Background: an optimization exercise with open tools, aiming at small area, a short achievable clock period and few clock cycles. Do not read the settings as production practice. RTL that was checked went through simulation tests only; none was proved equivalent to the original. Power figures rest on the tool's default switching activity, not on a simulated workload.

## P
// sprite_renderer
module sprite_renderer (
    input  wire        clk,
    input  wire        rst,
    input  wire [15:0] cfg_tile_mult,
    input  wire [16:0] cfg_tile_len,     
    input  wire [1:0]  cfg_pal_cnt,      
    input  wire [15:0] cfg_nent0,        
    input  wire [15:0] cfg_nent1,        
    input  wire        cfg_debug,
    input  wire        pal_we,
    input  wire        pal_slot,
    input  wire [3:0]  pal_idx,
    input  wire [15:0] pal_wdata,
    input  wire        start,
    input  wire [15:0] attr0,
    input  wire [15:0] attr1,
    input  wire [15:0] attr2,
    output wire        ready,
    output reg         tile_req,
    output reg  [13:0] tile_addr,
    input  wire        tile_gnt,
    input  wire [31:0] tile_rdata,
    output reg         pix_valid,
    output reg  [5:0]  pix_x,
    output reg  [5:0]  pix_y,
    output wire [31:0] pix_rgba,
    output reg         done,
    output wire [6:0]  spr_w,
    output wire [6:0]  spr_h,
    output reg         ev_tile_oor,
    output reg         ev_pidx_oor,
    output reg         ev_pnum_oor
);
==> flow/config.mk <==
export PLATFORM = sky130hd
export DESIGN_NAME = sprite_renderer
export DESIGN_NICKNAME = sprite_renderer
export VERILOG_FILES = /design/flow/design.v
export SDC_FILE = /design/flow/constraint.sdc
export NUM_CORES = 4
export LEC_CHECK = 0
export ABC_AREA = 1
export CAP_MARGIN = 20
export CORE_MARGIN = 2
export CORE_UTILIZATION = 55
export CTS_CLUSTER_DIAMETER = 90
export CTS_CLUSTER_SIZE = 30
export PLACE_DENSITY = 0.7
export SLEW_MARGIN = 20
==> flow/constraint.sdc <==
create_clock -name core_clock -period 8.0 [get_ports {clk}]
set_input_delay 1.6000 -clock core_clock [delete_from_list [all_inputs] [get_ports {clk}]]
set_output_delay 1.6000 -clock core_clock [all_outputs]
set_load 0.01 [all_outputs]
standard.sh (not shown) runs the stock make flow with config.mk's settings and CLKGATE_MAP_FILE= SYNTH_SCRIPT=/design/flow/synth_recipe.tcl, a recipe that flattens the netlist after the stock synthesis.
==> flow/flow/run.sh <==
#!/bin/bash
# The standard layout (standard.sh: standard synthesis, floorplan, place,
# CTS, route), with two extra ORFS settings: the port buffers are buf_2 cells
# and repair_timing aims for a larger setup slack. Output goes to
# standard_flow.log in this folder (ORFS's own step logs are under orfs/logs).
set -euo pipefail
bash standard.sh \
  "BUFFER_PORTS_ARGS=-buffer_cell sky130_fd_sc_hd__buf_2" \
  SETUP_SLACK_MARGIN=5.4 \
  finish > standard_flow.log 2>&1
Testbench counts of P, summed over its fixed seeds: cycles 102,538.
diff inputs: P => Q
--- a/flow/design.v
+++ b/flow/design.v
@@ -102,19 +102,19 @@
         pw_idx  <= pal_idx;
         pw_data <= pal_wdata[14:0];
         if (pw_we) begin
             if (pw_slot)
                 pal1[pw_idx] <= pw_data;
             else
                 pal0[pw_idx] <= pw_data;
         end
     end
-    reg st_idle, busy, st_mul, st_chk, st_run;
+    reg st_idle, busy, st_mul, st_chk, st_chk2, st_run;
     assign ready = st_idle;
     wire idle = ~busy;
     wire accept = idle & start;
     reg [3:0]  wsel, hsel;       
     reg        hf, vf;
     reg        slot;
     wire [1:0] a_shape   = attr0[15:14];
     wire [1:0] a_size    = attr1[15:14];
     wire [3:0] a_pnum    = attr2[15:12];
@@ -130,24 +130,22 @@
             hf          <= ~attr0[8] & attr1[12];
             vf          <= ~attr0[8] & attr1[13];
             slot        <= a_pnum_ok & a_pnum[0];
             pnum_bad    <= ~a_pnum_ok;
         end
         wsel_o      <= wsel;
         hsel_o      <= hsel;
         ev_pnum_oor <= pnum_bad;
     end
-    reg [11:0] tcnt;             
     reg        dbg_r;
     reg        nbig_r;
     reg [3:0]  nlo_r;
     always @(posedge clk) begin
-        tcnt     <= cfg_tile_len[16:5];
         dbg_r    <= cfg_debug;
         nbig_r   <= slot ? |cfg_nent1[15:4] : |cfg_nent0[15:4];
         nlo_r    <= slot ? cfg_nent1[3:0] : cfg_nent0[3:0];
     end
     reg [15:0] ms;               
     reg [10:0] ts;               
     reg        tbig;             
     reg        ovf;
     wire [10:0] acc      = tile_addr[13:3];
@@ -162,19 +160,22 @@
             ms   <= {1'b0, ms[15:1]};
             ts   <= {ts[9:0], 1'b0};
             tbig <= tbig | ts[10];
         end
         if (idle)
             ovf <= 1'b0;
         else if (ms[0])
             ovf <= ovf | acc_sum[11] | tbig;
     end
-    wire        fit0     = ({ovf, acc} < tcnt);
+    wire [11:0] tcnt     = cfg_tile_len[16:5];
+    reg         fit0;
+    always @(posedge clk)
+        fit0 <= ({ovf, acc} < tcnt);
     reg         fitnext;     
     always @(posedge clk)
         fitnext <= (({1'b0, tile_addr[13:3]} + 12'd1) < tcnt);
     reg [31:0] w0, w1;
     reg [7:0]  m0, m1;
     reg        f0, f1;           
     reg        wp, rp;           
     reg        arr;              
     reg [7:0] in_draw, in_oor;
@@ -223,18 +224,19 @@
     wire f1_n = (f1 & ~(fin &  rp)) | (arr &  wp);
     wire occ0 = ~f0_n & ~f1_n;               
     wire occ1 = ~(f0_n & f1_n);              
     always @(posedge clk) begin
         if (rst) begin
             st_idle  <= 1'b1;
             busy     <= 1'b0;
             st_mul   <= 1'b0;
             st_chk   <= 1'b0;
+            st_chk2  <= 1'b0;
             st_run   <= 1'b0;
             tile_req <= 1'b0;
             fetching <= 1'b0;
             f0 <= 1'b0; f1 <= 1'b0;
             wp <= 1'b0; rp <= 1'b0;
             arr      <= 1'b0;
             done     <= 1'b0;
         end else begin
             done <= 1'b0;
@@ -244,18 +246,22 @@
                 busy    <= 1'b1;
                 st_mul  <= 1'b1;
             end
             if (st_mul & mul_last) begin
                 st_mul <= 1'b0;
                 st_chk <= 1'b1;
             end
             if (st_chk) begin
                 st_chk   <= 1'b0;
+                st_chk2  <= 1'b1;
+            end
+            if (st_chk2) begin
+                st_chk2  <= 1'b0;
                 st_run   <= 1'b1;
                 tile_req <= fit0;
                 fetching <= fit0;
             end
             if (st_run) begin
                 if (acc_gnt) begin
                     tile_req <= ~last_word & occ0;
                     if (last_word)
                         fetching <= 1'b0;
@@ -282,19 +288,19 @@
             tile_addr <= {acc_sum[10:0], 3'b000};
         else
             tile_addr <= tile_addr + {13'd0, acc_gnt};
         if (idle)
             cells_left <= n_cells(a_shape, a_size);
         else if (acc_gnt & cell_end)
             cells_left <= cells_left - 7'd1;
         if (idle)
             ev_tile_oor <= 1'b0;
-        else if (st_chk & ~fit0)
+        else if (st_chk2 & ~fit0)
             ev_tile_oor <= 1'b1;
         else if (acc_gnt & cell_end & ~last_cell & ~fitnext)
             ev_tile_oor <= 1'b1;
         oor_r <= arr ? {|in_oor[7:4], |in_oor[3:0]} : 2'd0;
         if (idle)
             ev_pidx_oor <= 1'b0;
         else if (|oor_r)
             ev_pidx_oor <= 1'b1;
         if (arr & ~wp) begin
==> comparison <==
Q went all the way through synthesis, placement and routing and the layout is clean on timing, DRC and antenna. Diff P -> Q: pin count of the biggest net entering global routing went down; simple-gate share of the synthesized area moved down; end-of-flow core utilization held. In the flow results for Q and P, the TritonCTS sink count is smaller on Q. Q leaves less setup margin than P. Diff Q and P: area of combinational cells with multiple inputs lower in P. Diff P -> Q: proportion of power drawn by combinational gates increased by 0.4 points relative to the old numbers, non-clock buffer count in the final layout went up by 4, final design instance area without fill essentially unchanged. Against P, Q reports a wire length of the first global-routing pass that is lower. Q against P: routed wire length grew by 0.61%; netlist area before placement shrank by about 0.45%.
Only the layout flow was run in Q; the RTL was not checked for function there.

separate check: timing with driven ports:
The results above use ideal ports. As a check the final layouts listed here were re-extracted and re-timed, cells and wires unchanged. Step 1 (the two cells are an assumption about what drives the block):
set clk [get_ports {clk}]
set_driving_cell -lib_cell sky130_fd_sc_hd__clkbuf_16 $clk
set_driving_cell -lib_cell sky130_fd_sc_hd__buf_2 [delete_from_list [all_inputs] $clk]
Step 2 times the ports against the registers' clock, not the clock port: input delays grow and output delays shrink by t, the midpoint of the rising clock arrivals with the driver on. Slacks: ideal ports / drivers / drivers and shift; pairs: ideal ports / drivers.
run | shift t [ns] | setup WS [ns] | clock arrival spread, ns | slew at the worst register clock pin (ns) | cell pins on the clock port's net
P | 0.635 | 5.321 / 5.267 / 5.024 | 0.021 / 0.021 | 0.11 / 0.11 | 1
Q | 0.680 | 5.291 / 5.231 / 4.812 | 0.027 / 0.027 | 0.12 / 0.12 | 1
After both steps every run listed still meets setup and hold. For Q, which loses most, drivers alone change the setup slack by -0.060 ns; drivers and shift together by -0.479 ns.
